This design comes from an exercise in tuning for small area, a short achievable clock period and few clock cycles per item on the open sky130 flow, not from production work.
In this exercise RTL edits were held to simulation tests only and were not proved equivalent to the original.
Power is estimated from default activity; no workload was simulated.

==> design/flow/design.v <==
module gp_md (
    input  wire        clk,
    input  wire        rst,
    input  wire        load,        
    input  wire        start,       
    input  wire        is_div,
    input  wire [63:0] a,
    input  wire [63:0] b,
    input  wire        w64,
    input  wire [1:0]  ra,
    input  wire [1:0]  rb,
    input  wire        alias_b,
    output wire        busy,
    output wire        busy_n,      
    output wire        wr,          
    output wire [1:0]  wr_idx,
    output wire [63:0] wr_val,
    output wire        fl_wr,       
    output wire        fl_z,
    output wire        fl_n,
    output wire        fl_v_wr,
    output wire        fl_v,
    output wire        sh_act,
    output wire [63:0] sh_in,
    output wire [5:0]  sh_amt,
    output wire        sh_zero,     
    input  wire [63:0] sh_out
);
    localparam [2:0] S_IDLE = 3'd0, S_NORM = 3'd1, S_STEP = 3'd2,
                     S_WB1 = 3'd3, S_WB2 = 3'd4, S_CORR = 3'd5;
    reg [2:0]  st;
    reg [64:0] R;                  
    reg [63:0] M, X;
    reg [1:0]  C;
    reg [6:0]  msh;                
    reg [7:0]  dsh;                
    reg        a_small, modd;
    reg [5:0]  cnt;
    reg        div, sgnq, sgna, wide, al, same, wr1, need2;
    reg [1:0]  r_a, r_b;
    assign busy = (st != S_IDLE);
    wire [63:0] mag_a = a[63] ? (~a + 64'd1) : a;
    wire [63:0] mag_b = b[63] ? (~b + 64'd1) : b;
    wire [6:0]  lzs_a, lzs_b;
    gp_lzc u_lza (.v(a ^ {64{a[63]}}), .n(lzs_a));
    gp_lzc u_lzb (.v(b ^ {64{b[63]}}), .n(lzs_b));
    wire        p2_a  = a[63] && ((a[62:0] & ~a[63:1]) == 63'd0);
    wire        p2_b  = b[63] && ((b[62:0] & ~b[63:1]) == 63'd0);
    wire        s_asm = (lzs_a >= lzs_b);               
    wire        q_neg  = (lzs_b < lzs_a) && !p2_a;
    wire        q_zero = (lzs_b == lzs_a) && !p2_a && !p2_b;
    wire [6:0]  msh_a = {lzs_a[6:1] + {5'd0, lzs_a[0] & !p2_a}, 1'b0};
    wire [6:0]  msh_b = {lzs_b[6:1] + {5'd0, lzs_b[0] & !p2_b}, 1'b0};
    wire [7:0]  s_dsh = {1'b0, lzs_b} - {1'b0, lzs_a} + {7'd0, p2_a} - {7'd0, p2_b};
    wire        s_same  = (ra == rb);
    wire        s_keepr = is_div ? alias_b : !alias_b;
    wire        s_two   = is_div | w64;
    wire       mnone   = msh[6];                        
    assign sh_act = (st == S_NORM);
    assign sh_in  = (!div && a_small) ? R[63:0] : M;
    assign sh_amt = div ? dsh[5:0] : msh[5:0];
    assign sh_zero = sh_act && !div && mnone;
    wire [1:0]  dig = X[63:62];
    wire        rneg = R[64];
    wire [65:0] op1 = div ? {R[64], R} : {2'b00, R[61:0], 2'b00};
    wire [65:0] op2 = div ? (rneg ? {2'b00, M} : {2'b11, ~M}) : (dig[1] ? {1'b0, M, 1'b0} : 66'd0);
    wire [65:0] op3 = (!div && dig[0]) ? {2'b00, M} : 66'd0;
    wire [65:0] t   = op1 + op2 + op3 + {65'd0, div & !rneg};
    wire [63:0] xm  = {X[61:0], R[63:62]} + {60'd0, C, 2'b00};
    wire        r_zero  = (R[63:0] == 64'd0);
    wire        rl_zero = (R[62:0] == 63'd0);
    wire        x_zero  = (X == 64'd0);
    wire        in_wb1  = (st == S_WB1);
    wire [63:0] wv      = in_wb1 ? R[63:0] : X;
    wire        wneg    = (in_wb1 && div) ? sgna : sgnq;
    wire        wcin    = in_wb1 | div | r_zero;
    reg  [63:0] pre_or;
    integer k;
    always @(*) begin
        pre_or[0] = 1'b0;
        for (k = 1; k < 64; k = k + 1) pre_or[k] = pre_or[k-1] | wv[k-1];
    end
    assign wr_val = wv ^ ({64{wneg}} & (pre_or | {64{!wcin}}));
    assign wr     = (in_wb1 && wr1) || (st == S_WB2);
    assign wr_idx = (in_wb1 ^ div) ? r_a : r_b;
    assign fl_wr  = in_wb1;
    assign fl_z   = div ? x_zero : (!wide && r_zero);
    assign fl_n   = div ? (sgnq ? !x_zero : X[63])
                        : (wide ? sgnq : (sgnq ? (R[63] ? rl_zero : !r_zero) : R[63]));
    assign fl_v_wr = in_wb1 && div;
    assign fl_v   = sgna && !r_zero;
    assign busy_n = !rst && ((st == S_IDLE) ? start :
                             in_wb1 ? need2 : (st != S_WB2));
    always @(posedge clk) begin
        if (rst) begin
            st <= S_IDLE;
        end else begin
            case (st)
                S_IDLE: begin
                    r_a  <= ra;
                    r_b  <= rb;
                    if (load) begin
                        R       <= {1'b0, mag_a};
                        M       <= mag_b;
                        X       <= 64'd0;
                        C       <= 2'd0;
                        a_small <= s_asm;
                        modd    <= s_asm ? (lzs_a[0] ^ p2_a) : (lzs_b[0] ^ p2_b);
                        msh     <= s_asm ? msh_a : msh_b;
                        dsh     <= s_dsh;
                        cnt     <= s_dsh[5:0];
                        div     <= is_div;
                        sgna    <= a[63];
                        wide    <= w64;
                        wr1     <= !(s_two && s_same && !s_keepr);
                        need2   <= s_two && !(s_same && s_keepr);
                    end
                    sgnq <= (a[63] ^ b[63]) & start;
                    if (start) st <= !is_div ? S_NORM : q_neg ? S_WB1 :
                                      q_zero ? S_STEP : S_NORM;
                end
                S_NORM: begin
                    if (div) begin
                        st  <= dsh[7] ? S_WB1 : S_STEP;
                        M   <= sh_out;
                    end else begin
                        st  <= mnone ? S_WB1 : S_STEP;
                        X   <= sh_out;
                        M   <= a_small ? M : R[63:0];
                        R   <= {1'b0, modd ? (a_small ? M : R[63:0]) : 64'd0};
                        cnt <= 6'd31 - {1'b0, msh[5:1]};
                    end
                end
                S_STEP: begin
                    if (div) begin
                        R <= t[64:0];
                        X <= {X[62:0], !t[64]};
                        if (cnt != 6'd0) M <= {1'b0, M[63:1]};
                    end else begin
                        R <= {1'b0, t[63:0]};
                        X <= xm;
                        C <= t[65:64];
                    end
                    cnt <= cnt - 6'd1;
                    if (cnt == 6'd0) st <= (div && t[64]) ? S_CORR : S_WB1;
                end
                S_CORR: begin
                    R  <= t[64:0];
                    st <= S_WB1;
                end
                S_WB1: begin
                    st <= need2 ? S_WB2 : S_IDLE;
                    X  <= X + {62'd0, C};
                end
                default: st <= S_IDLE;
            endcase
        end
    end
endmodule
module gp_lzc (
    input  wire [63:0] v,
    output wire [6:0]  n
);
    wire [31:0] z1; wire [31:0] c1;
    wire [15:0] z2; wire [31:0] c2;
    wire [7:0]  z3; wire [23:0] c3;
    wire [3:0]  z4; wire [15:0] c4;
    wire [1:0]  z5; wire [9:0]  c5;
    genvar g;
    generate
        for (g = 0; g < 32; g = g + 1) begin : l1
            assign z1[g] = ~(v[2*g+1] | v[2*g]);
            assign c1[g] = ~v[2*g+1];
        end
        for (g = 0; g < 16; g = g + 1) begin : l2
            assign z2[g] = z1[2*g+1] & z1[2*g];
            assign c2[2*g+1:2*g] = z1[2*g+1] ? {1'b1, c1[2*g]} : {1'b0, c1[2*g+1]};
        end
        for (g = 0; g < 8; g = g + 1) begin : l3
            assign z3[g] = z2[2*g+1] & z2[2*g];
            assign c3[3*g+2:3*g] = z2[2*g+1] ? {1'b1, c2[4*g+1:4*g]} : {1'b0, c2[4*g+3:4*g+2]};
        end
        for (g = 0; g < 4; g = g + 1) begin : l4
            assign z4[g] = z3[2*g+1] & z3[2*g];
            assign c4[4*g+3:4*g] = z3[2*g+1] ? {1'b1, c3[6*g+2:6*g]} : {1'b0, c3[6*g+5:6*g+3]};
        end
        for (g = 0; g < 2; g = g + 1) begin : l5
            assign z5[g] = z4[2*g+1] & z4[2*g];
            assign c5[5*g+4:5*g] = z4[2*g+1] ? {1'b1, c4[8*g+3:8*g]} : {1'b0, c4[8*g+7:8*g+4]};
        end
    endgenerate
    wire zall = z5[1] & z5[0];
    assign n = zall ? 7'd64 : {1'b0, z5[1] ? {1'b1, c5[4:0]} : {1'b0, c5[9:5]}};
endmodule
module gp_core (
    input  wire        clk,
    input  wire        rst,           
    input  wire        cmd_valid,
    output wire        cmd_ready,
    input  wire [31:0] cmd,
    input  wire [63:0] d,
    input  wire        alias_b_last,  
    output reg         rsp_valid,
    output reg  [63:0] q,
    output reg  [2:0]  err
);
    localparam [2:0] E_NONE  = 3'd0, E_FIELD = 3'd1, E_DIV0 = 3'd2,
                     E_OVFL  = 3'd3, E_UNFL  = 3'd4, E_ILLEGAL = 3'd5;
    reg [63:0] x0, x1, x2, x3;    
    reg [31:0] sw;                
    reg        zn_pend;           
    reg [1:0]  zn_idx;
    reg [31:0] ptr0, ptr1, cnt0, cnt1, pc, sb;
    reg [15:0] ofs0, ofs1, ix0, ix1, ixs0, ixs1, cnts0, cnts1, sp;
    reg [7:0]  mem0, mem1, mem2, mem3, mem4, mem5, mem6, mem7,
               mem8, mem9, mem10, mem11, mem12, mem13, mem14, mem15;
    reg [4:0]  sfree;             
    wire [1:0] sw_os = sw[19:18];
    reg        rdy;
    reg        s1_v;
    reg [7:0]  s1_op;
    reg [1:0]  s1_ra, s1_rb, s1_ci, s1_wf;
    reg [3:0]  s1_f;
    reg [63:0] s1_d;              
    reg        s1_al;
    reg        s1_ill;
    reg        s1_big;            
    reg        s1_gt1, s1_gt3, s1_gt7;
    reg [63:0] a_op;              
    reg [63:0] bx_op;             
    reg        s1_subm;
    reg [3:0]  s1_n;              
    reg        k_add, k_sub, k_logic, k_and, k_or, k_cmp, k_shl, k_shr, k_sar,
               k_mul, k_div, k_sext, k_set, k_getu, k_geti, k_sw, k_rfrd,
               k_rfwr, k_rst, k_push, k_pop;
    wire [7:0] c_op = cmd[31:24];
    wire [1:0] c_ra = cmd[23:22];
    wire [1:0] c_rb = cmd[21:20];
    wire [1:0] c_ci = cmd[19:18];
    wire [1:0] c_wf = cmd[17:16];
    wire [7:0] c_f  = cmd[15:8];
    wire c_alu  = (c_op[7:4] == 4'h1) && (c_op[3:0] <= 4'hB);
    wire c_rr   = (c_op[7:4] == 4'h1) && ((c_op[3:0] <= 4'h5) || c_op[3:0] == 4'h9 || c_op[3:0] == 4'hA);
    wire c_adsb = (c_op[7:1] == 7'h08);
    wire c_sext = (c_op == 8'h1B);
    wire c_reg  = (c_op[7:4] == 4'h2);
    wire c_swc  = (c_op[7:4] == 4'h3) || (c_op[7:4] == 4'h4);
    wire c_rf   = (c_op == 8'h50) || (c_op == 8'h51);
    wire c_rst  = (c_op == 8'h52);
    wire c_stk  = (c_op[7:3] == 5'b01100);
    wire c_known = c_alu || c_sext || c_reg || c_swc || c_rf || c_rst || c_stk;
    wire c_ill = !c_known
               || (cmd[7:0] != 8'd0)
               || (!(c_alu || c_sext || c_reg) && c_ra != 2'd0)
               || (!c_rr && c_rb != 2'd0)
               || (!c_adsb && c_ci != 2'd0)
               || (!c_sext && c_wf != 2'd0)
               || (!c_rf && c_f != 8'd0)
               || (c_adsb && c_ci == 2'd3)
               || (c_rf && c_f > 8'd14);
    wire c_ok = !c_ill;
    wire c_set = (c_op[7:3] == 5'b00100);
    function [63:0] sext;
        input [63:0] v;
        input [1:0]  sz;
        begin
            case (sz)
                2'd0: sext = {{56{v[7]}},  v[7:0]};
                2'd1: sext = {{48{v[15]}}, v[15:0]};
                2'd2: sext = {{32{v[31]}}, v[31:0]};
                default: sext = v;
            endcase
        end
    endfunction
    function [63:0] zext;
        input [63:0] v;
        input [1:0]  sz;
        begin
            case (sz)
                2'd0: zext = {56'd0, v[7:0]};
                2'd1: zext = {48'd0, v[15:0]};
                2'd2: zext = {32'd0, v[31:0]};
                default: zext = v;
            endcase
        end
    endfunction
    assign cmd_ready = rdy;
    wire accept = cmd_valid && rdy;
    wire [7:0] op = s1_op;
    wire [1:0] ra = s1_ra;
    wire [1:0] rb = s1_rb;
    wire md_busy, md_busy_nx;
    wire fire = s1_v && !md_busy;
    wire [63:0] a  = a_op;
    wire [63:0] bx = bx_op;
    wire        cin_sel = (s1_ci == 2'd0) ? 1'b0 : (s1_ci == 2'd1) ? 1'b1 : sw[31];
    wire        cin     = (k_add | k_sub) & cin_sel;
    wire [65:0] sum2    = {1'b0, a, 1'b1} + {1'b0, bx, s1_subm ^ cin};
    wire [63:0] raw     = sum2[64:1];
    wire        co      = sum2[65];
    wire        b_ones  = (bx == 64'd0);
    wire        c_add   = co & !((&bx) & cin);        
    wire        c_sub   = co | (b_ones & cin);        
    wire [63:0] lg = ({64{k_and}} & (a & bx)) | ({64{k_or}} & (a | bx)) |
                     ({64{!k_and && !k_or}} & (a ^ bx));
    wire        md_sh, md_shz;
    wire [63:0] md_shin;
    wire [5:0]  md_shamt;
    reg  [63:0] a_rev, md_rev;
    integer i;
    always @(*) begin
        for (i = 0; i < 64; i = i + 1) begin
            a_rev[i]  = a[63 - i];
            md_rev[i] = md_shin[63 - i];
        end
    end
    wire [1:0]  wsel = (k_sext ? s1_wf : 2'd0) | ((k_getu | k_geti) ? op[1:0] : 2'd0) |
                       (k_shr ? sw_os : 2'd0) |
                       ((k_sext | k_getu | k_geti | k_shr) ? 2'd0 : 2'd3);
    wire [63:0] ext_a = (k_getu | k_shr) ? zext(a, wsel) : sext(a, wsel);
    wire        fill  = k_sar & a[63] & !md_sh;
    wire [63:0] sh_in = md_sh ? md_rev :
                        (({64{k_shl}} & a_rev) | ({64{k_shr}} & ext_a) | ({64{!k_shl && !k_shr}} & a));
    wire [5:0]  shn   = md_sh ? md_shamt : s1_d[5:0];
    wire [64:0] sh_e  = $signed({fill, sh_in}) >>> shn;
    wire [63:0] sh_y  = ((s1_big & !md_sh) | md_shz) ? {64{fill}} : sh_e[63:0];
    reg  [63:0] sh_l;             
    always @(*) begin
        for (i = 0; i < 64; i = i + 1) sh_l[i] = sh_y[63 - i];
    end
    wire a_zero = (a == 64'd0);
    wire b_zero = (bx == 64'd0);                      
    wire mul_z  = k_mul & (a_zero | b_zero);
    wire w64    = (sw_os == 2'd3);
    wire        md_wr, md_fl, md_flz, md_fln, md_flv_wr, md_flv;
    wire [1:0]  md_idx;
    wire [63:0] md_val;
    gp_md u_md (
        .clk(clk), .rst(rst),
        .load(fire & (k_mul | k_div)),
        .start(fire & ((k_mul & !mul_z) | (k_div & !b_zero))),
        .is_div(k_div), .a(a), .b(bx), .w64(w64),
        .ra(ra), .rb(rb), .alias_b(s1_al),
        .busy(md_busy), .busy_n(md_busy_nx),
        .wr(md_wr), .wr_idx(md_idx), .wr_val(md_val),
        .fl_wr(md_fl), .fl_z(md_flz), .fl_n(md_fln),
        .fl_v_wr(md_flv_wr), .fl_v(md_flv),
        .sh_act(md_sh), .sh_in(md_shin), .sh_amt(md_shamt), .sh_zero(md_shz), .sh_out(sh_l)
    );
    wire        ex = !md_wr;
    wire        g_os = ex & (k_add | k_sub | k_logic | k_shl | k_shr);
    wire [63:0] pre_os = ({64{k_add | k_sub}} & raw) | ({64{k_logic}} & lg) |
                         ({64{k_shl}} & sh_l) | ({64{k_shr}} & sh_y);
    wire [63:0] rf_val = ({64{g_os}} & sext(pre_os, sw_os)) |
                         ({64{ex & k_sar}} & sh_y) |
                         ({64{ex & k_sext}} & ext_a) |
                         ({64{ex & k_set}} & s1_d) |
                         ({64{md_wr}} & md_val);
    wire        wr_a = k_add | k_sub | k_logic | k_shl | k_shr | k_sar | k_sext | k_set | mul_z;
    wire        zn_lazy = k_add | k_sub | k_logic | k_shl | k_shr | k_sar;
    wire zx0 = (x0 == 64'd0), zx1 = (x1 == 64'd0), zx2 = (x2 == 64'd0), zx3 = (x3 == 64'd0);
    wire z_pend = (zn_idx == 2'd0) ? zx0 : (zn_idx == 2'd1) ? zx1 : (zn_idx == 2'd2) ? zx2 : zx3;
    wire n_pend = (zn_idx == 2'd0) ? x0[63] : (zn_idx == 2'd1) ? x1[63] : (zn_idx == 2'd2) ? x2[63] : x3[63];
    wire z_eff  = zn_pend ? z_pend : sw[29];
    wire n_eff  = zn_pend ? n_pend : sw[28];
    wire [31:0] sw_eff = {sw[31:30], z_eff, n_eff, sw[27:0]};
    wire r_msb = (sw_os == 2'd0) ? raw[7] : (sw_os == 2'd1) ? raw[15] :
                 (sw_os == 2'd2) ? raw[31] : raw[63];
    wire [7:0] sop = op;
    wire s3 = k_sw && !sop[6];
    wire [3:0] sl = sop[3:0];
    wire f_set = s3 && (sl == 4'h1 || sl == 4'h4 || sl == 4'h7 || sl == 4'hA || sl == 4'hD);
    wire f_clr = s3 && (sl == 4'h2 || sl == 4'h5 || sl == 4'h8 || sl == 4'hB || sl == 4'hE);
    wire f_get = s3 && (sl == 4'h3 || sl == 4'h6 || sl == 4'h9 || sl == 4'hC || sl == 4'hF);
    wire [2:0] f_which = (sl <= 4'h3) ? 3'd0 : (sl <= 4'h6) ? 3'd1 : (sl <= 4'h9) ? 3'd2 :
                         (sl <= 4'hC) ? 3'd3 : 3'd4;       
    wire sel_even = k_sw && sop[7:4] == 4'h4 && sop[3:0] <= 4'hB && !sop[0];
    wire sel_get  = k_sw && sop[7:4] == 4'h4 && sop[3:0] <= 4'hB && sop[0];
    wire [2:0] sel_fld = sop[3:1];                           
    wire sel_bad = sel_even && ((sel_fld == 3'd0) ? s1_gt7 :
                                (sel_fld == 3'd2 || sel_fld == 3'd3) ? s1_gt1 : s1_gt3);
    wire set_sys = k_sw && sop == 8'h4C;
    wire set_usr = k_sw && sop == 8'h4E;
    reg [31:0] sw_n;
    always @(*) begin
        sw_n = sw;
        sw_n[29] = z_eff;
        sw_n[28] = n_eff;
        if (k_add) begin
            sw_n[31] = c_add;
            sw_n[30] = (a[63] == bx[63]) && (r_msb != a[63]);
        end
        if (k_sub) begin
            sw_n[31] = c_sub;
            sw_n[30] = (a[63] == bx[63]) && (r_msb != a[63]);
        end
        if (k_cmp) begin
            sw_n[31] = co;
            sw_n[30] = (a[63] != bx[63]) ? co : !bx[63];
            sw_n[29] = ((a ^ bx) == {64{1'b1}});
        end
        if (mul_z) begin
            sw_n[29] = 1'b1;
            sw_n[28] = 1'b0;
        end
        if (f_set | f_clr) begin
            case (f_which)
                3'd0: sw_n[31] = f_set;
                3'd1: sw_n[30] = f_set;
                3'd2: sw_n[29] = f_set;
                3'd3: sw_n[28] = f_set;
                default: sw_n[24] = f_set;
            endcase
        end
        if (sel_even && !sel_bad) begin
            case (sel_fld)
                3'd0: sw_n[27:25] = s1_d[2:0];
                3'd1: sw_n[23:22] = s1_d[1:0];
                3'd2: sw_n[21]    = s1_d[0];
                3'd3: sw_n[20]    = s1_d[0];
                3'd4: sw_n[19:18] = s1_d[1:0];
                default: sw_n[17:16] = s1_d[1:0];
            endcase
        end
        if (set_sys) sw_n[15:8] = s1_d[7:0];
        if (set_usr) sw_n[7:0]  = s1_d[7:0];
    end
    wire [4:0] base1 = sfree - 5'd1, base2 = sfree - 5'd2, base4 = sfree - 5'd4, base8 = sfree - 5'd8;
    wire [4:0] push_base = ({5{s1_n[0]}} & base1) | ({5{s1_n[1]}} & base2) |
                           ({5{s1_n[2]}} & base4) | ({5{s1_n[3]}} & base8);
    wire       push_ok   = (s1_n[0] & (sfree >= 5'd1)) | (s1_n[1] & (sfree >= 5'd2)) |
                           (s1_n[2] & (sfree >= 5'd4)) | (s1_n[3] & (sfree >= 5'd8));
    wire [4:0] pop_end   = ({5{s1_n[0]}} & (sfree + 5'd1)) | ({5{s1_n[1]}} & (sfree + 5'd2)) |
                           ({5{s1_n[2]}} & (sfree + 5'd4)) | ({5{s1_n[3]}} & (sfree + 5'd8));
    wire       pop_ok    = (s1_n[0] & (sfree <= 5'd15)) | (s1_n[1] & (sfree <= 5'd14)) |
                           (s1_n[2] & (sfree <= 5'd12)) | (s1_n[3] & (sfree <= 5'd8));
    wire [63:0] mem_lo = {mem7, mem6, mem5, mem4, mem3, mem2, mem1, mem0};
    wire [63:0] mem_hi = {mem15, mem14, mem13, mem12, mem11, mem10, mem9, mem8};
    reg  [63:0] lanes;
    integer L;
    always @(*) begin
        for (L = 0; L < 8; L = L + 1) begin
            if ((sfree[4:3] == 2'd0 && L < sfree[2:0]) || (sfree[4:3] == 2'd1 && L >= sfree[2:0]))
                lanes[8*L +: 8] = mem_hi[8*L +: 8];
            else
                lanes[8*L +: 8] = mem_lo[8*L +: 8];
        end
    end
    wire [63:0] rot_in  = k_push ? s1_d : lanes;
    wire [2:0]  rot_amt = k_push ? (3'd0 - push_base[2:0]) : sfree[2:0];    
    wire [63:0] rot1 = rot_amt[0] ? {rot_in[7:0], rot_in[63:8]} : rot_in;
    wire [63:0] rot2 = rot_amt[1] ? {rot1[15:0],  rot1[63:16]}  : rot1;
    wire [63:0] rot  = rot_amt[2] ? {rot2[31:0],  rot2[63:32]}  : rot2;
    wire [63:0] pop_val = {{32{s1_n[3]}}, {16{s1_n[3] | s1_n[2]}}, {8{!s1_n[0]}}, 8'hFF} & rot;
    wire        do_push = fire & k_push & push_ok;
    wire        do_pop  = fire & k_pop & pop_ok;
    wire [15:0] mwe;
    genvar gi;
    generate
        for (gi = 0; gi < 16; gi = gi + 1) begin : g_mwe
            assign mwe[gi] = do_push && (gi < sfree) &&
                             ((s1_n[0] & (gi >= base1)) | (s1_n[1] & (gi >= base2)) |
                              (s1_n[2] & (gi >= base4)) | (s1_n[3] & (gi >= base8)));
        end
    endgenerate
    reg [31:0] spr_rd;
    always @(*) begin
        case (s1_f)
            4'd0:  spr_rd = ptr0;
            4'd1:  spr_rd = ptr1;
            4'd2:  spr_rd = {16'd0, ofs0};
            4'd3:  spr_rd = {16'd0, ofs1};
            4'd4:  spr_rd = {16'd0, ix0};
            4'd5:  spr_rd = {16'd0, ix1};
            4'd6:  spr_rd = {16'd0, ixs0};
            4'd7:  spr_rd = {16'd0, ixs1};
            4'd8:  spr_rd = cnt0;
            4'd9:  spr_rd = cnt1;
            4'd10: spr_rd = {16'd0, cnts0};
            4'd11: spr_rd = {16'd0, cnts1};
            4'd12: spr_rd = pc;
            4'd13: spr_rd = sb;
            default: spr_rd = {16'd0, sp};
        endcase
    end
    reg [31:0] q_sw;               
    always @(*) begin
        q_sw = 32'd0;
        if (sop == 8'h30) q_sw = sw_eff;
        if (f_get) begin
            case (f_which)
                3'd0: q_sw[0] = sw[31];
                3'd1: q_sw[0] = sw[30];
                3'd2: q_sw[0] = z_eff;
                3'd3: q_sw[0] = n_eff;
                default: q_sw[0] = sw[24];
            endcase
        end
        if (sel_get) begin
            case (sel_fld)
                3'd0: q_sw[2:0] = sw[27:25];
                3'd1: q_sw[1:0] = sw[23:22];
                3'd2: q_sw[0]   = sw[21];
                3'd3: q_sw[0]   = sw[20];
                3'd4: q_sw[1:0] = sw[19:18];
                default: q_sw[1:0] = sw[17:16];
            endcase
        end
        if (sop == 8'h4D) q_sw[7:0] = sw[15:8];
        if (sop == 8'h4F) q_sw[7:0] = sw[7:0];
    end
    wire [63:0] q_n = ({64{k_getu | k_geti}} & ext_a) |
                      ({64{k_sw}} & {32'd0, q_sw}) |
                      ({64{k_rfrd}} & {32'd0, spr_rd}) |
                      ({64{k_pop & pop_ok}} & pop_val);
    wire [2:0]  err_n = s1_ill ? E_ILLEGAL :
                        sel_bad ? E_FIELD :
                        (k_div & b_zero) ? E_DIV0 :
                        (k_push & !push_ok) ? E_OVFL :
                        (k_pop & !pop_ok) ? E_UNFL : E_NONE;
    wire        clear  = rst | (fire & k_rst);        
    wire        rf_we  = md_wr | (fire & wr_a);
    wire [1:0]  rf_idx = md_wr ? md_idx : ra;
    wire        rf_we2 = fire & mul_z & w64;
    wire [3:0]  rf_en;
    assign rf_en[0] = clear || (rf_we && rf_idx == 2'd0) || (rf_we2 && rb == 2'd0);
    assign rf_en[1] = clear || (rf_we && rf_idx == 2'd1) || (rf_we2 && rb == 2'd1);
    assign rf_en[2] = clear || (rf_we && rf_idx == 2'd2) || (rf_we2 && rb == 2'd2);
    assign rf_en[3] = clear || (rf_we && rf_idx == 2'd3) || (rf_we2 && rb == 2'd3);
    wire        s1_v_n = accept | (s1_v & !fire);
    wire [63:0] rf_d   = {64{!clear}} & rf_val;
    wire        s1_hold = s1_v & !fire;
    wire        c_subm = (c_op == 8'h11) || (c_op == 8'h15);
    wire [1:0]  sel_ra = s1_hold ? s1_ra : c_ra;
    wire [1:0]  sel_rb = s1_hold ? s1_rb : c_rb;
    wire        subm_n = s1_hold ? s1_subm : c_subm;
    reg  [63:0] xr_a, xr_b;
    always @(*) begin
        case (sel_ra)
            2'd0: xr_a = x0; 2'd1: xr_a = x1; 2'd2: xr_a = x2; default: xr_a = x3;
        endcase
        case (sel_rb)
            2'd0: xr_b = x0; 2'd1: xr_b = x1; 2'd2: xr_b = x2; default: xr_b = x3;
        endcase
    end
    always @(posedge clk) begin
        if (rst) begin
            rdy       <= 1'b1;
            s1_v      <= 1'b0;
            rsp_valid <= 1'b0;
            sfree     <= 5'd16;
        end else begin
            s1_v      <= s1_v_n;
            rsp_valid <= fire;
            if (do_push) sfree <= push_base;
            if (do_pop)  sfree <= pop_end;
            rdy <= !s1_v_n || !md_busy_nx;
        end
        q   <= q_n;
        err <= err_n;
        a_op  <= rf_en[sel_ra] ? rf_d : xr_a;
        bx_op <= (rf_en[sel_rb] ? rf_d : xr_b) ^ {64{subm_n}};
        if (accept) begin
            s1_subm <= c_subm;
            s1_n    <= {c_op[1:0] == 2'd3, c_op[1:0] == 2'd2, c_op[1:0] == 2'd1, c_op[1:0] == 2'd0};
            s1_op   <= c_op;
            s1_ra   <= c_ra;
            s1_rb   <= c_rb;
            s1_ci   <= c_ci;
            s1_wf   <= c_wf;
            s1_f    <= c_f[3:0];
            s1_d    <= c_set ? sext(d, c_op[1:0]) : d;
            s1_al   <= alias_b_last;
            s1_ill  <= c_ill;
            s1_big  <= |d[63:6];
            s1_gt1  <= |d[63:1];
            s1_gt3  <= |d[63:2];
            s1_gt7  <= |d[63:3];
            k_add   <= c_ok && c_op == 8'h10;
            k_sub   <= c_ok && c_op == 8'h11;
            k_and   <= c_ok && c_op == 8'h12;
            k_or    <= c_ok && c_op == 8'h13;
            k_logic <= c_ok && (c_op == 8'h12 || c_op == 8'h13 || c_op == 8'h14);
            k_cmp   <= c_ok && c_op == 8'h15;
            k_shl   <= c_ok && c_op == 8'h16;
            k_shr   <= c_ok && c_op == 8'h17;
            k_sar   <= c_ok && c_op == 8'h18;
            k_mul   <= c_ok && c_op == 8'h19;
            k_div   <= c_ok && c_op == 8'h1A;
            k_sext  <= c_ok && c_op == 8'h1B;
            k_set   <= c_ok && c_set;
            k_getu  <= c_ok && c_op[7:2] == 6'b001010;
            k_geti  <= c_ok && c_op[7:2] == 6'b001011;
            k_sw    <= c_ok && c_swc;
            k_rfrd  <= c_ok && c_op == 8'h50;
            k_rfwr  <= c_ok && c_op == 8'h51;
            k_rst   <= c_ok && c_rst;
            k_push  <= c_ok && c_op[7:2] == 6'b011000;
            k_pop   <= c_ok && c_op[7:2] == 6'b011001;
        end
    end
    always @(posedge clk) begin
        if (rf_en[0]) x0 <= rf_d;
        if (rf_en[1]) x1 <= rf_d;
        if (rf_en[2]) x2 <= rf_d;
        if (rf_en[3]) x3 <= rf_d;
    end
    always @(posedge clk) begin
        if (clear) begin
            sw      <= 32'd0;
            zn_pend <= 1'b0;
        end else if (md_fl) begin
            sw[29]  <= md_flz;
            sw[28]  <= md_fln;
            if (md_flv_wr) sw[30] <= md_flv;
            zn_pend <= 1'b0;
        end else if (fire) begin
            sw      <= sw_n;
            zn_pend <= zn_lazy;
            zn_idx  <= ra;
        end else if (zn_pend) begin
            sw[29]  <= z_pend;
            sw[28]  <= n_pend;
            zn_pend <= 1'b0;
        end
    end
    wire        spw  = fire & k_rfwr;
    wire [31:0] spd  = {32{!clear}} & s1_d[31:0];
    wire [31:0] sbd  = {s1_d[31:17] | {15{clear}}, spd[16:0]};
    wire [15:0] spd1 = s1_d[15:0] | {16{clear}};
    always @(posedge clk) begin
        if (clear || (spw && s1_f == 4'd0))  ptr0  <= spd;
        if (clear || (spw && s1_f == 4'd1))  ptr1  <= spd;
        if (clear || (spw && s1_f == 4'd2))  ofs0  <= spd[15:0];
        if (clear || (spw && s1_f == 4'd3))  ofs1  <= spd[15:0];
        if (clear || (spw && s1_f == 4'd4))  ix0   <= spd[15:0];
        if (clear || (spw && s1_f == 4'd5))  ix1   <= spd[15:0];
        if (clear || (spw && s1_f == 4'd6))  ixs0  <= spd[15:0];
        if (clear || (spw && s1_f == 4'd7))  ixs1  <= spd[15:0];
        if (clear || (spw && s1_f == 4'd8))  cnt0  <= spd;
        if (clear || (spw && s1_f == 4'd9))  cnt1  <= spd;
        if (clear || (spw && s1_f == 4'd10)) cnts0 <= spd[15:0];
        if (clear || (spw && s1_f == 4'd11)) cnts1 <= spd[15:0];
        if (clear || (spw && s1_f == 4'd12)) pc    <= spd;
        if (clear || (spw && s1_f == 4'd13)) sb    <= sbd;
        if (clear || (spw && s1_f == 4'd14)) sp    <= spd1;
    end
    always @(posedge clk) begin
        if (mwe[0])  mem0  <= rot[7:0];
        if (mwe[1])  mem1  <= rot[15:8];
        if (mwe[2])  mem2  <= rot[23:16];
        if (mwe[3])  mem3  <= rot[31:24];
        if (mwe[4])  mem4  <= rot[39:32];
        if (mwe[5])  mem5  <= rot[47:40];
        if (mwe[6])  mem6  <= rot[55:48];
        if (mwe[7])  mem7  <= rot[63:56];
        if (mwe[8])  mem8  <= rot[7:0];
        if (mwe[9])  mem9  <= rot[15:8];
        if (mwe[10]) mem10 <= rot[23:16];
        if (mwe[11]) mem11 <= rot[31:24];
        if (mwe[12]) mem12 <= rot[39:32];
        if (mwe[13]) mem13 <= rot[47:40];
        if (mwe[14]) mem14 <= rot[55:48];
        if (mwe[15]) mem15 <= rot[63:56];
    end
endmodule
==> design/flow/flow/run.sh <==
#!/bin/bash
# Own layout flow: the standard synthesis, then the standard ORFS steps with
# different repair settings (the SDC and clock period are unchanged): a larger
# setup margin for timing repair and the extra ORFS variables in flow/knobs.txt.
set -euo pipefail
W="$(pwd)"
MARGIN="$(cat flow/margin.txt)"
EXTRA="$(cat flow/knobs.txt 2>/dev/null || true)"
bash standard.sh synth > "$W/synth.log" 2>&1
# the same make command and knobs as standard.sh, with SETUP_SLACK_MARGIN raised
KNOBS=$(grep '^make ' standard.sh | sed -e 's/^.*CLKGATE_MAP_FILE= //' -e 's/ "\${@:-finish}"$//' -e 's/SETUP_SLACK_MARGIN=[^ ]*//')
eval make -C "$FLOW_HOME" DESIGN_CONFIG="$W/config.mk" WORK_HOME="$W/orfs" CLKGATE_MAP_FILE= \
    $KNOBS SETUP_SLACK_MARGIN="$MARGIN" $EXTRA finish > "$W/layout.log" 2>&1
R="$W/orfs/results/$FLOW_PLATFORM/gp_core/base"
: # left out here: write the final layout as DEF
==> design/flow/flow/knobs.txt <==
BUFFER_PORTS_ARGS="-buffer_cell sky130_fd_sc_hd__buf_2"
==> design/flow/flow/margin.txt <==
6.0
==> design/flow/standard.sh <==
#!/bin/bash
# synth_recipe.tcl (not shown) runs the flow's synth.tcl, then flattens the netlist and writes it again
# the make line also repeats each setting of config.mk as NAME=value (left out here)
make -C /OpenROAD-flow-scripts/flow DESIGN_CONFIG=/design/flow/config.mk WORK_HOME=/design/flow/orfs CLKGATE_MAP_FILE= SYNTH_SCRIPT=/design/flow/synth_recipe.tcl "${@:-finish}"
==> design/flow/config.mk <==
export PLATFORM = sky130hd
export DESIGN_NAME = gp_core
export DESIGN_NICKNAME = gp_core
export VERILOG_FILES = /design/flow/design.v
export SDC_FILE = /design/flow/constraint.sdc
export NUM_CORES = 8
export LEC_CHECK = 0
export CAP_MARGIN = 30
export CORE_MARGIN = 2
export CORE_UTILIZATION = 40
export PLACE_DENSITY = 0.7
export SLEW_MARGIN = 20
==> design/flow/constraint.sdc <==
create_clock -name core_clock -period 11.0 [get_ports {clk}]
set_input_delay 2.2000 -clock core_clock [delete_from_list [all_inputs] [get_ports {clk}]]
set_output_delay 2.2000 -clock core_clock [all_outputs]
set_load 0.01 [all_outputs]
==> metrics.csv, run 1 <==
metric;value;unit
RD Place Congestion;1.23;
Worst-Skew Late Latency;0.92;ns
commonest cells after routing, fill and taps aside;edfxtp_1 (1064), nand2_1 (1043), buf_4 (797), o21ai_0 (648), a21oi_1 (612);
DR DRC count;0;
Crit path max-delay family;buffers and inverters;
r2r setup slk;5.44;ns
CTS clk-pin slew, worst paths;0.07;ns
I/O Pins;169;
worst min path class;flop to flop;
GRT Total Usage;53.6;%
Area Overhead vs Synth;28.4;%
Reg area;0.0368;mm^2
multi-input logic area;0.0634;mm^2
post-synthesis sequential area ratio;38.1;%
Pre-Repair DR Iteration Count;14;
gr ovfl total;0;
root buffer cell;clkbuf_16;
Die ar.;0.245;mm^2
Final nets;11553;
total CTS buffers;145;
hold buffers post-CTS;0;
Netlist cell types;98;
CP Capture Type;flop;
DRT Wirelength;685;mm
endpoints failing hold;0;
CTS tree;built;
Req. time, crit path;11.76;ns
Starting DRT DRC Count;22825;
Synth Register Bits;1303;
Final setup viols;0;
Vias/cell;7.56;
Hold Path Depth;2;
r2r endpoint;a_op[20];
final hold slack;0.503;ns
clk sinks;1303;
maximum VDD drop;0.249;mV
PD cells;346;mW/mm^2
Die Span Y;495;um
initial antenna violation count;103;
Final Max Tran Viols;0;
Core Rows;180;
I/O Buffers;168;
Clock Tree Buf Depth;3;
H-tree Lvls;4;
Routed WL per cell;47.1;um
Setup CP Type;flop to flop;
mean area per synthesized cell;9.21;um^2
Post-synth EDFFs;1064;
max_cap viols;0;
Detail Route Antenna Nets;0;
Worst Hold End;sw[4];
initial core utilization;40.2;%
clock period minus worst slack;5.56;ns
global-route wire length before repair;890;mm
CP Launch Type;flop;
Post-Syn Area;0.0965;mm^2
cell area after layout;0.124;mm^2
Fillers;21591;
die width;495;um
FMAX;0.180;GHz
RSZ-0062 raised after global routing;true;
WP buf/inv;12;
Post-DP Area;0.103;mm^2
vias;109902;
cell mode on critical path;buf_6;
core region area;0.240;mm^2
share of cells above drive strength 1;27.8;%
largest net degree at the start of global routing;135;
period utilisation layout;50.6;%
Synthesis Warnings;2;
Critical Path Slowest Stage Cell;edfxtp_1;
commonest non-fill, non-tap cell in the layout;edfxtp_1;
leak pwr;45.8;nW
CP Max Fanout;15;
Largest stage delay, worst path;0.43;ns
WP data arrival;6.33;ns
status;finished clean;
Post-synth ARST share;0;%
Main synth FF type;edfxtp_1;
Worst-Margin Slew;1.42;ns
worst hold start;sw[4];
Worst Reg-to-Reg Cells;26;
Slew HR;4.56;%
Layout Skew;0.141;ns
Detailed Place HPWL;495;mm
TNS Setup;0;ns
worst reg2reg startpoint;u_md.div;
vias in the first global route;97227;
Tot Pwr;42.9;mW
synthesized instance count;10473;
## what timing repair did
action	4_1_cts	5_1_grt
resized for setup	1250	577
buffers inserted	419	172
pin swaps	224	222
cloned	55	6
endpoints found under the setup margin	870	507
## synth_stat cells, types with 30 or more instances
cell	instances	area [um^2]
a211oi_1	107	803
a21o_1	131	983
o21a_1	56	420
fa_1	72	1440
nor2b_1	98	613
a21oi_1	738	3690
a221o_1	110	1100
inv_1	254	953
ha_1	257	3220
or3_1	51	319
nand3_1	252	1260
edfxtp_1	1064	32000
mux2_2	218	2450
nand2_1	1102	4140
nand4_1	136	851
buf_2	40	200
nor3_1	220	1100
a222oi_1	46	460
a31oi_1	93	582
clkbuf_1	704	2640
or2_2	32	200
nor2_1	712	2670
a221oi_1	105	920
o22ai_1	81	507
mux2i_1	426	4260
nor4_1	188	1180
o21ai_0	807	4040
a22oi_1	206	1550
xor2_1	180	1580
buf_1	100	375
o221ai_1	138	1210
nand2b_1	79	494
and3_1	48	300
o21bai_1	30	225
dfxtp_1	239	4780
and2_1	150	938
o211ai_1	124	931
mux4_2	134	3020
o31ai_1	106	796
xnor2_1	323	2830
## sequential cells by signal (all words and copies together), names as in the netlist, 64 cells and up
signal / cells
a_op: 64
bx_op: 64
q: 64
s1_d: 64
u_md.M: 64
u_md.R: 65
u_md.X: 64
x0: 64
x1: 64
x2: 64
x3: 64
## metal layers
layer	global-route usage [%]	wire, um	vias to the layer above
li1	-	-	41277
met1	61.0	230000	53714
met2	68.9	251000	11378
met3	33.5	121000	3437
met4	43.5	77900	96
met5	12.6	4880	-
## logic make-up after synthesis
logic type	count (synthesis)	share of synthesized area, %
compound gates	3255	22.4
fa+ha+maj	329	4.83
mux	779	10.1
buf+inv	1116	4.43
xor+xnor	503	4.57
flops	1303	38.1
simple gates	3188	15.6
## final cells by class
type                            instances  share of cell area, %
Antenna cell                          101                  0.204
Clock buffer                          183                   3.14
Clock inverter                         84                  0.886
Inverter                              266                  0.950
Multi-Input combinational cell       8059                   51.2
Sequential cell                      1303                   29.7
Tap cell                             3185                   3.22
Timing Repair Buffer                 1345                   10.7
Timing Repair inverter                  4                 0.0283
## per-stage QoR
step | cells | util, % | setup WS (ns)
after detailed placement | 13465 | 43.1 | 3.36
after floorplan | 10473 | - | 5.79
after global routing | 14465 | 51.5 | 5.38
after CTS | 14206 | 49.5 | 5.49
after global placement | 13388 | 42.7 | 2.35
final | 14530 | 51.6 | 5.44
## power breakdown
part	leakage (nW)	internal [mW]	switching (mW)	total, mW
clock network	2.38	2.83	2.31	5.14
logic	31.0	9.52	19.6	29.1
registers	12.5	7.05	1.60	8.65
total	45.8	19.4	23.5	42.9
## worst reg2reg max path, stage by stage (launching register included)
cell	delay, ns
edfxtp_1	0.43
buf_12	0.17
buf_12	0.13
buf_4	0.13
buf_12	0.13
buf_4	0.13
buf_6	0.14
nand2_4	0.20
mux2i_4	0.13
buf_6	0.15
buf_12	0.16
mux2i_4	0.22
a22oi_1	0.19
nand4_1	0.30
mux2_4	0.40
buf_6	0.13
a2111o_1	0.36
o211ai_1	0.28
o21ai_2	0.09
buf_6	0.14
buf_6	0.12
or2_4	0.32
o21ai_4	0.27
o211ai_1	0.14
buf_4	0.21
and2_4	0.18
mux2_2	0.27
## how the worst max path moves through the flow
stage                 end  startpoint  depth (start not counted)  slack, ns
2_1_floorplan  u_md.R[62]    u_md.div                         26       5.79
3_3_place_gp    bx_op[33]    u_md.div                         16       2.35
3_5_place_dp    bx_op[37]  u_md.st[1]                         18       3.36
4_1_cts        u_md.R[62]    u_md.div                         26       5.49
5_1_grt        u_md.R[62]    u_md.div                         26       5.38
6_report         a_op[20]    u_md.div                         26       5.44
Testbench counts, summed over its fixed seeds: cycles 23,831, items 16,000.
==> run 2: changes to the inputs <==
--- a/design/flow/config.mk
+++ b/design/flow/config.mk
@@ -10,3 +10,2 @@
 export CORE_UTILIZATION = 40
-export PLACE_DENSITY = 0.7
 export SLEW_MARGIN = 20
==> run 2 against run 1 <==
Global-route usage increased by 0.81 points; critical endpoint is now u_md.X[0]; maximum frequency about the same; clock skew decreased by 0.033 ns; largest cell class unchanged; clock power increased by 5.6%; clock-buffer cell count increased by 6; non-clock buffer count increased by 21; still clean on timing, DRC and antenna; sequential power decreased by 2.3%.
==> metrics.csv, run 2 <==
metric;value;unit;change
status;finished clean;;
clk sinks;1303;;unchanged
Highest Signal Layer;met5;;
CP Max Fanout;15;;unchanged
initial core utilization;40.2;%;unchanged
worst min path class;flop to flop;;
hold buffers post-CTS;0;;unchanged
Post-synth ARST share;0;%;unchanged
Die Span Y;495;um;unchanged
Req. time, crit path;11.59;ns;-0.17 ns
Synth area leaders;edfxtp_1 (33%), dfxtp_1 (5.0%), mux2i_1 (4.4%);;
cell mode on critical path;buf_12;;
largest net degree at the start of global routing;128;;-5.2%
Core Rows;180;;unchanged
Die ar.;0.245;mm^2;unchanged
Reg area;0.0368;mm^2;about the same
leak pwr;45.9;nW;+0.13%
Clock Tree Buf Depth;3;;unchanged
worst hold start;sw[26];;
WP buf/inv;5;;-7
multi-input logic area;0.0638;mm^2;+0.54%
CTS tree;built;;
max reg flops;65;;unchanged
maximum VDD drop;0.216;mV;-13%
endpoints failing hold;0;;unchanged
die width;495;um;unchanged
Routed WL per cell;47.9;um;+1.6%
RSZ-0062 raised after global routing;true;;
fin cells;14554;;+0.17%
most common cell in the netlist;nand2_1;;
RD Place Congestion;1.17;;-5.3%
Largest stage delay, worst path;0.54;ns;+0.11 ns
H-tree Lvls;4;;unchanged
WP data arrival;6.14;ns;-0.19 ns
top post-synthesis cells by count;nand2_1 (1102), edfxtp_1 (1064), o21ai_0 (807);;
worst reg2reg startpoint;u_md.div;;
metal2 WL;261;mm;+4.2%
FMAX;0.180;GHz;about the same
CP Capture Type;flop;;
post-synthesis sequential area ratio;38.1;%;unchanged
period utilisation layout;50.5;%;about the same
core region area;0.240;mm^2;unchanged
Post-Syn Area;0.0965;mm^2;unchanged
placed insts;13526;;+0.45%
TNS Setup;0;ns;unchanged
Final nets;11583;;+0.26%
clock period minus worst slack;5.56;ns;-0.00492 ns
Worst-Skew Late Latency;0.90;ns;-0.02 ns
global-route wire length before repair;896;mm;+0.63%
final hold slack;0.477;ns;-0.0262 ns
Layout Skew;0.108;ns;-0.0330 ns
total CTS buffers;150;;+3.4%
WL met1;245;mm;+6.1%
Crit path max-delay family;compound AO/OA/AOI/OAI gates;;
max_cap viols;0;;unchanged
CTS clk-pin slew, worst paths;0.06;ns;about the same
initial antenna violation count;108;;+4.9%
Critical Path Slowest Stage Cell;fa_1;;
Setup CP Type;flop to flop;;
routed wl met3;116;mm;-3.8%
Post-synth EDFFs;1064;;unchanged
crit path launch;u_md.div;;
Fillers;21846;;+1.2%
gr ovfl total;0;;unchanged
DRT Wirelength;697;mm;+1.8%
vias;107871;;-1.8%
Final setup viols;0;;unchanged
Netlist cell types;98;;unchanged
commonest cells after routing, fill and taps aside;edfxtp_1 (1064), nand2_1 (1040), buf_4 (846), o21ai_0 (640), a21oi_1 (610);;
Synth Register Bits;1303;;unchanged
Detailed Place HPWL;517;mm;+4.4%
Yosys top cell by area;edfxtp_1;;
Area Overhead vs Synth;28.7;%;
synthesized instance count;10473;;unchanged
vias in the first global route;95526;;-1.7%
Main synth FF type;edfxtp_1;;
Yosys top cell area share;33.1;%;unchanged
crit-path cells;buf_12 -> buf_12 -> buf_16 -> nand2b_4 -> fa_1 -> inv_2 -> ha_4 -> fa_2 -> a211oi_2 -> o21a_1 -> o21ai_4 -> a2111oi_4 -> o211ai_1 -> a21oi_2 -> buf_6 -> nor3_4 -> o21ai_2 -> nand2_2 -> a21oi_4 -> o221ai_4 -> o41a_4 -> xor2_4 -> o21ai_1;;
Starting DRT DRC Count;21087;;-7.6%
share of cells above drive strength 1;28.3;%;+0.52 points
CP Launch Type;flop;;
GRT Total Usage;54.4;%;+0.81 points
Vias/cell;7.41;;-2.0%
Slew HR;7.55;%;+3.0 points
Worst-Margin Slew;1.35;ns;-0.0731 ns
PD cells;346;mW/mm^2;about the same
commonest non-fill, non-tap cell in the layout;edfxtp_1;;
I/O Buffers;168;;unchanged
Detail Route Antenna Nets;0;;unchanged
I/O Pins;169;;unchanged
Reg with most FFs;u_md.R;;
DR DRC count;0;;unchanged
Synthesis Warnings;2;;unchanged
root buffer cell;clkbuf_16;;
Final Max Tran Viols;0;;unchanged
mean area per synthesized cell;9.21;um^2;unchanged
Pre-Repair DR Iteration Count;13;;-1
[run 2: cell counts after synthesis]
Identical to the previous run, type by type.
[run 2: layout make-up]
class | instances | share of cell area (%)
Clock inverter | 92 | 1.07
Sequential cell | 1303 | 29.7
Clock buffer | 189 | 3.22
Timing Repair inverter | 2 | 0.0141
Antenna cell | 86 | 0.173
Tap cell | 3185 | 3.21
Multi-Input combinational cell | 8065 | 51.4
Inverter | 266 | 0.965
Timing Repair Buffer | 1366 | 10.3
[run 2: what timing repair did]
action                                   CTS  global route
pin swaps                                168           256
hold endpoints to repair                   0             0
endpoints found under the setup margin   845           528
cloned                                    33            11
resized for setup                       1088           717
setup buffers                            385           200
[run 2: worst paths after layout]
path / end / slack, ns / depth (start not counted)
worst min register to register: sw[26] / 0.48 / 2
worst min-delay path: sw[26] / 0.48 / 2
worst max-delay path: u_md.X[0] / 5.44 / 23
worst max register to register: u_md.X[0] / 5.44 / 23
[run 2: logic make-up after synthesis]
logic type	synth area share, %
AOI/OAI and AO/OA	22.4
xor gates and xnor gates	4.57
adders and majority gates	4.83
buffers and inverters	4.43
DFF	38.1
muxes	10.1
and+or+nand+nor	15.6
[run 2: metal layers]
layer	vias up	GRT usage (%)
li1	41335	-
met1	53622	64.1
met2	10155	71.1
met3	2707	30.6
met4	52	43.8
met5	-	2.02
[run 2: tightest hold or removal path: stages, from the launching register on]
cell     delay [ns]
dfxtp_1        0.32
nand2_1        0.06
a21oi_1        0.05
[run 2: per-stage QoR]
stage               util (%)  setup slack (ns)  power, mW  cell area [um^2]
floorplan                  -              5.79       18.9             97400
global placement        43.0              2.53       30.0            103000
detailed placement      43.3              3.12       30.2            104000
CTS                     49.3              5.53       38.4            118000
global route            51.6              5.35       42.7            124000
finish                  51.7              5.44       43.0            124000
[run 2: report_power, final]
group          switching [mW]  total (mW)  internal, mW
sequential               1.40        8.45          7.04
clock                    2.35        5.43          3.08
combinational            19.8        29.1          9.34
==> run 3: changes to the inputs <==
--- a/design/flow/config.mk
+++ b/design/flow/config.mk
@@ -11 +11,2 @@
 export SLEW_MARGIN = 20
+export SYNTH_HIERARCHICAL = 1
==> run 3 against run 2 <==
Non-clock buffer count is 190 lower; via count rose by 0.86%; hold slack improved by 0.026 ns; critical path type unchanged; highest routed layer unchanged.
==> metrics.csv, run 3 <==
metric;value;unit;change
status;finished clean;;
mean area per synthesized cell;9.41;um^2;+2.2%
Tot Pwr;38.4;mW;-11%
clock period minus worst slack;5.49;ns;-0.0653 ns
maximum VDD drop;0.184;mV;-15%
total CTS buffers;151;;+0.67%
CTS clk-pin slew, worst paths;0.06;ns;about the same
WP data arrival;6.27;ns;+0.13 ns
Yosys top cell by area;edfxtp_1;;
Largest stage delay, worst path;1.14;ns;+0.60 ns
CP Max Fanout;19;;+4
I/O Pins;169;;unchanged
commonest cells after routing, fill and taps aside;edfxtp_1 (1064), nand2_1 (831), buf_4 (765), nor2_1 (687), o21ai_0 (587);;
FMAX;0.182;GHz;+1.2%
Setup CP Type;flop to flop;;
Main synth FF type;edfxtp_1;;
top post-synthesis cells by count;edfxtp_1 (1064), nand2_1 (867), nor2_1 (768);;
max_cap viols;0;;unchanged
GRT Total Usage;54.2;%;-0.19 points
die width;503;um;+1.6%
Pre-Repair DR Iteration Count;12;;-1
Synthesis Warnings;8;;+6
vias;108804;;+0.86%
post-synthesis sequential area ratio;36.9;%;-1.2 points
cell area after layout;0.124;mm^2;-0.14%
Post-synth EDFFs;1064;;unchanged
Worst-Skew Late Latency;0.90;ns;about the same
max reg flops;65;;unchanged
TNS Setup;0;ns;unchanged
Die Span Y;503;um;+1.6%
Final Max Tran Viols;0;;unchanged
Slew HR;8.99;%;+1.4 points
DRT Wirelength;714;mm;+2.4%
endpoints failing hold;0;;unchanged
hold buffers post-CTS;0;;unchanged
RD Place Congestion;1.17;;+0.42%
crit-path cells;buf_4 -> buf_12 -> mux2_4 -> mux2i_4 -> buf_8 -> nand2_1 -> nor2_2 -> buf_4 -> a21oi_2 -> buf_12 -> a222oi_1 -> o221ai_1 -> a31oi_2 -> buf_6 -> nor2_2 -> mux2_2;;
DR DRC count;0;;unchanged
Critical Path Slowest Stage Cell;a222oi_1;;
H-tree Lvls;4;;unchanged
Reg with most FFs;u_md.R;;
CP Launch Type;flop;;
root buffer cell;clkbuf_16;;
share of cells above drive strength 1;26.7;%;-1.5 points
Clock Tree Buf Depth;3;;unchanged
Synth area leaders;edfxtp_1 (32%), dfxtp_1 (4.8%), mux2i_1 (4.3%);;
Layout Skew;0.0921;ns;-0.0156 ns
Routed WL per cell;48.7;um;+1.6%
Yosys top cell area share;32.1;%;-1.0 points
Post-synth ARST share;0;%;unchanged
most common cell in the netlist;edfxtp_1;;
worst min path class;flop to flop;;
Area Overhead vs Synth;24.5;%;
Starting DRT DRC Count;20458;;-3.0%
gr ovfl total;0;;unchanged
CP Capture Type;flop;;
synthesized instance count;10577;;+0.99%
vias in the first global route;97033;;+1.6%
global-route wire length before repair;919;mm;+2.6%
Die ar.;0.253;mm^2;+3.2%
Worst-Margin Slew;1.37;ns;+0.0169 ns
PD cells;310;mW/mm^2;-11%
RSZ-0062 raised after global routing;true;;
Post-DP Area;0.107;mm^2;+2.8%
commonest non-fill, non-tap cell in the layout;edfxtp_1;;
Core Rows;183;;+1.7%
Detailed Place HPWL;517;mm;about the same
Req. time, crit path;11.78;ns;+0.19 ns
Final setup viols;0;;unchanged
core region area;0.248;mm^2;+3.3%
Post-Syn Area;0.0995;mm^2;+3.2%
CTS tree;built;;
initial core utilization;40.1;%;-0.040 points
Final nets;11553;;-0.26%
Netlist cell types;127;;+30%
initial antenna violation count;109;;+0.93%
largest net degree at the start of global routing;93;;-27%
clk sinks;1303;;unchanged
I/O Buffers;168;;unchanged
Vias/cell;7.42;;about the same
leak pwr;46.1;nW;+0.45%
Detail Route Antenna Nets;0;;unchanged
period utilisation layout;49.9;%;-0.59 points
Synth Register Bits;1303;;unchanged
[run 3: changes by cell type after synthesis, moves of 58 or more]
cell and change:
xor2_1 +198, a21oi_1 -106, nand2_1 -235, o21ai_0 -135, xnor2_1 -83, o211ai_1 -58, a22oi_1 +117, a31o_2 +60
inv_1 +62, clkbuf_1 -91
[run 3: final cells by class]
class | instances | area [um^2]
multi-input combinational | 8159 | 65100
sequential | 1303 | 36800
timing repair inverter | 4 | 35.0
fill | 22824 | 124000
tap | 3330 | 4170
clock inverter | 81 | 1230
timing repair buffer | 1176 | 11000
clock buffer | 199 | 4090
inverter | 329 | 1330
antenna | 90 | 225
[run 3: per-module statistics from Yosys (local to each module, per instance)]
module | flops+latches | cell area (um^2) | copies in the design
gp_core | 1074 | 68800 | 1
gp_md | 229 | 29300 | 1
gp_lzc | 0 | 742 | 2
[run 3: final timing paths]
| check | from | endpoint | cells after the start | slack, ns |
|---|---|---|---|---|
| worst max-delay path | u_md.div | a_op[4] | 16 | 5.51 |
| worst max register to register | u_md.div | a_op[4] | 16 | 5.51 |
| worst min register to register | sw[1] | sw[1] | 2 | 0.50 |
| worst min-delay path | sw[1] | sw[1] | 2 | 0.50 |
[run 3: worst max-delay path, delay by kind of cell (launching register included)]
kind                   cells  cell delay, ns
AO/OA/AOI/OAI              4            2.00
multiplexers               3            1.13
flip-flops                 1            0.40
AND/OR/NAND/NOR            3            0.52
buffers and inverters      6            1.31
[run 3: logic make-up after synthesis]
kind of cell / Yosys count / synth area share, %
other cells: 1 / 0.00377
mux: 844 / 10.7
flops: 1303 / 36.9
xor+xnor: 618 / 5.44
buf+inv: 1128 / 4.53
simple gates: 3113 / 15.4
compound gates: 3241 / 22.4
fa+ha+maj: 329 / 4.66
[run 3: power breakdown]
part	internal (mW)	switching, mW
clock	3.10	2.39
sequential	6.82	1.23
combinational	7.71	17.1
total	17.6	20.8
[run 3: repair_timing]
action                     4_1_cts  5_1_grt
gates cloned                    40       15
setup endpoints to repair      701      458
resized for setup              851      581
setup buffers                  192      169
pin swaps                      138      179
[run 3: metrics by stage]
stage	setup slack (ns)	hold WS (ns)	instances	util (%)
after floorplan	6.01	0.437	10580	-
after global placement	1.83	0.478	13813	42.8
after detailed placement	2.61	0.488	13869	43.1
after CTS	5.88	0.502	14381	48.0
after global routing	5.72	0.537	14599	49.9
final	5.51	0.503	14671	50.0
[run 3: metal layers]
layer / wire length (um) / global-route usage (%)
met5: 750 / 1.12
met4: 84300 / 50.0
met3: 109000 / 26.4
met2: 276000 / 72.6
met1: 245000 / 62.7
==> run 4: changes to the inputs <==
--- a/design/flow/config.mk
+++ b/design/flow/config.mk
@@ -7,3 +7,3 @@
 export LEC_CHECK = 0
-export CAP_MARGIN = 30
+export CAP_MARGIN = 40
 export CORE_MARGIN = 2
==> run 4 against run 3 <==
Still clean on timing, DRC and antenna; setup slack improved by 0.12 ns; clock-buffer cell count increased by 9; utilization grew 0.80 points; cell count increased by 1.1%; die area is the same; maximum frequency up 2.3%; via count increased by 0.49%; clock power decreased by 1%; non-clock buffer count is 182 higher; wire length fell by 0.15%; flip-flop and latch count did not move; largest cell class unchanged; largest power group unchanged.
==> metrics.csv, run 4 <==
metric;value;unit;change
worst min path class;flop to flop;;
Yosys top cell area share;32.1;%;unchanged
vias;109332;;+0.49%
Fillers;22681;;-0.63%
Netlist cell types;127;;unchanged
max_cap viols;0;;unchanged
Pre-Repair DR Iteration Count;11;;-1
mean area per synthesized cell;9.41;um^2;unchanged
clock period minus worst slack;5.37;ns;-0.121 ns
status;finished clean;;
Worst-Skew Late Latency;0.92;ns;+0.02 ns
largest net degree at the start of global routing;93;;unchanged
Req. time, crit path;11.75;ns;-0.03 ns
top post-synthesis cells by count;edfxtp_1 (1064), nand2_1 (867), nor2_1 (768);;
PD cells;309;mW/mm^2;-0.28%
post-synthesis sequential area ratio;36.9;%;unchanged
vias in the first global route;96958;;-0.077%
Post-Syn Area;0.0995;mm^2;unchanged
clk sinks;1303;;unchanged
H-tree Lvls;4;;unchanged
Reg with most FFs;u_md.R;;
endpoints failing hold;0;;unchanged
CTS tree;built;;
Final setup viols;0;;unchanged
Area Overhead vs Synth;26.5;%;
CP Launch Type;flop;;
GRT Total Usage;53.7;%;-0.47 points
root buffer cell;clkbuf_16;;
I/O Buffers;168;;unchanged
RD Place Congestion;1.17;;unchanged
Vias/cell;7.37;;-0.63%
Detail Route Antenna Nets;0;;unchanged
final hold slack;0.506;ns;+0.00287 ns
period utilisation layout;48.8;%;-1.1 points
Clock Tree Buf Depth;3;;unchanged
RSZ-0062 raised after global routing;true;;
Yosys top cell by area;edfxtp_1;;
DR DRC count;0;;unchanged
most common cell in the netlist;edfxtp_1;;
Synth area leaders;edfxtp_1 (32%), dfxtp_1 (4.8%), mux2i_1 (4.3%);;
initial antenna violation count;88;;-19%
gr ovfl total;0;;unchanged
CTS clk-pin slew, worst paths;0.06;ns;about the same
die width;503;um;unchanged
FMAX;0.186;GHz;+2.3%
DRT Wirelength;713;mm;-0.15%
CP Max Fanout;6;;-13
commonest cells after routing, fill and taps aside;edfxtp_1 (1064), buf_4 (849), nand2_1 (831), nor2_1 (666), o21ai_0 (594);;
Detailed Place HPWL;519;mm;+0.35%
maximum VDD drop;0.194;mV;+5.8%
Tot Pwr;38.9;mW;+1.3%
synthesized instance count;10577;;unchanged
Post-synth EDFFs;1064;;unchanged
share of cells above drive strength 1;28.3;%;+1.6 points
TNS Setup;0;ns;unchanged
Final Max Tran Viols;0;;unchanged
WP data arrival;6.12;ns;-0.15 ns
commonest non-fill, non-tap cell in the layout;edfxtp_1;;
Final Core Density;50.8;%;+0.80 points
total CTS buffers;153;;+1.3%
Routed WL per cell;48.1;um;-1.3%
Synth Register Bits;1303;;unchanged
Layout Skew;0.106;ns;+0.0141 ns
Core Rows;183;;unchanged
Die ar.;0.253;mm^2;unchanged
Synthesis Warnings;8;;unchanged
Main synth FF type;edfxtp_1;;
Post-synth ARST share;0;%;unchanged
Setup CP Type;flop to flop;;
Starting DRT DRC Count;21482;;+5.0%
Worst-Margin Slew;1.28;ns;-0.0820 ns
core region area;0.248;mm^2;unchanged
Final nets;11736;;+1.6%
CP Capture Type;flop;;
Die Span Y;503;um;unchanged
Slew HR;14.5;%;+5.5 points
max reg flops;65;;unchanged
initial core utilization;40.1;%;unchanged
global-route wire length before repair;914;mm;-0.61%
hold buffers post-CTS;0;;unchanged
leak pwr;47.1;nW;+2.2%
I/O Pins;169;;unchanged
-- run 4: cell count changes in the layout (fill, tap and decap cells not counted), moves of 18 or more --
cell / before / now
buf_4: 765 / 849
diode_2: 90 / 66
buf_6: 82 / 129
buf_2: 174 / 192
nor2_1: 687 / 666
-- run 4: Yosys stat by module (local to each module, per instance) --
module,area [um^2],flip-flops and latches,times used,cells inside
gp_lzc,742,0,2,123
gp_core,68800,1074,1,6837
gp_md,29300,229,1,3494
-- run 4: path summary, 6_finish.rpt --
check,startpoint,end,slack (ns),depth (start not counted)
min,sw[6],sw[6],0.51,2
max reg2reg,u_md.div,a_op[8],5.63,22
min reg2reg,sw[6],sw[6],0.51,2
max,u_md.div,a_op[8],5.63,22
-- run 4: cell families (layout without fill, tap and decap cells) --
kind of cell	after synthesis	after routing	share of synthesized area [%]
flops	1303	1303	36.9
fa+ha+maj	329	329	4.66
mux	844	850	10.7
compound gates	3241	3243	22.4
other cells	1	70	0.00377
xor+xnor	618	618	5.44
buf+inv	1128	1978	4.53
simple gates	3113	3115	15.4
-- run 4: final cells by class --
cell class,instances,area (um^2),share of cell area [%]
well taps,3330,4170,3.31
flip-flops and latches,1303,36800,29.2
clock buffers,208,4260,3.38
clock inverters,80,1020,0.808
multi-input cells,8159,65400,52.0
repair inverters,3,28.8,0.0229
diodes,66,165,0.131
repair buffers,1358,12700,10.1
inverters,329,1330,1.06
-- run 4: repair_timing --
action | 4_1_cts | 5_1_grt
buffers inserted | 182 | 264
gates resized for setup | 797 | 758
setup endpoints to repair | 681 | 456
gates cloned | 35 | 21
pin swaps | 149 | 258
-- run 4: layer usage --
layer | global-route usage [%] | vias up | part of all wire [%]
met5 | 1.08 | - | 0.13
met4 | 50.5 | 40 | 12
met3 | 23.8 | 2964 | 15
met2 | 72.0 | 10284 | 38
met1 | 63.2 | 53977 | 34
li1 | - | 42067 | -
-- run 4: power by group --
group	internal, mW	switching [mW]	total (mW)
combinational	8.19	17.3	25.5
clock	3.00	2.41	5.41
sequential	6.82	1.17	7.99
total	18.0	20.9	38.9
-- run 4: critical path: stages, from the launching register on --
cell and delay (ns):
edfxtp_1 0.42, buf_6 0.16, buf_12 0.12, buf_16 0.14, buf_6 0.14, buf_4 0.13, mux2_4 0.40, mux2_4 0.27
buf_6 0.13, buf_16 0.13, buf_12 0.15, nand2_1 0.12, buf_12 0.19, o32ai_4 0.33, or2_4 0.21, o21ai_1 0.18
buf_4 0.29, a222oi_1 0.69, o211a_1 0.24, o211ai_1 0.10, buf_4 0.21, and2_4 0.19, mux2_2 0.25
-- run 4: metrics by stage --
step | instances | cell area [um^2] | setup slack, ns
floorplan | 10580 | 99700 | 6.01
global placement | 13813 | 106000 | 1.83
detailed placement | 13951 | 108000 | 3.42
CTS | 14456 | 119000 | 5.81
global route | 14785 | 126000 | 5.60
finish | 14836 | 126000 | 5.63

==> what the ideal ports hide <==
Ports are ideal in the flow. The routed layouts listed here were re-timed in OpenROAD. Step 1: set_driving_cell puts a clkbuf_16 on clk and a buf_2 on each other input, an assumption about the parent block. Step 2 also shifts input and output timing later by t, the mid clock arrival at the registers, as if the neighbouring blocks saw the same clock. a / b / c = no drivers / after step 1 / after step 2; a / b = the first two.
run	shift t [ns]	slack for setup (ns)	latest minus earliest clock arrival (ns)	slew at the worst register clock pin (ns)	worst slew at a driven data input, ns
run 1	0.958	5.439 / 5.439 / 5.041	0.140 / 0.141	0.07 / 0.07	0.07
run 2	0.959	5.443 / 5.443 / 5.212	0.108 / 0.107	0.07 / 0.07	0.07
run 3	0.965	5.509 / 5.509 / 5.310	0.098 / 0.098	0.08 / 0.08	0.11
run 4	0.968	5.630 / 5.630 / 5.256	0.106 / 0.106	0.07 / 0.07	0.12
After both steps every run listed still meets setup and hold. The setup slack of run 1, which loses most, moves by 0.000 ns with the drivers and by -0.398 ns with both steps.
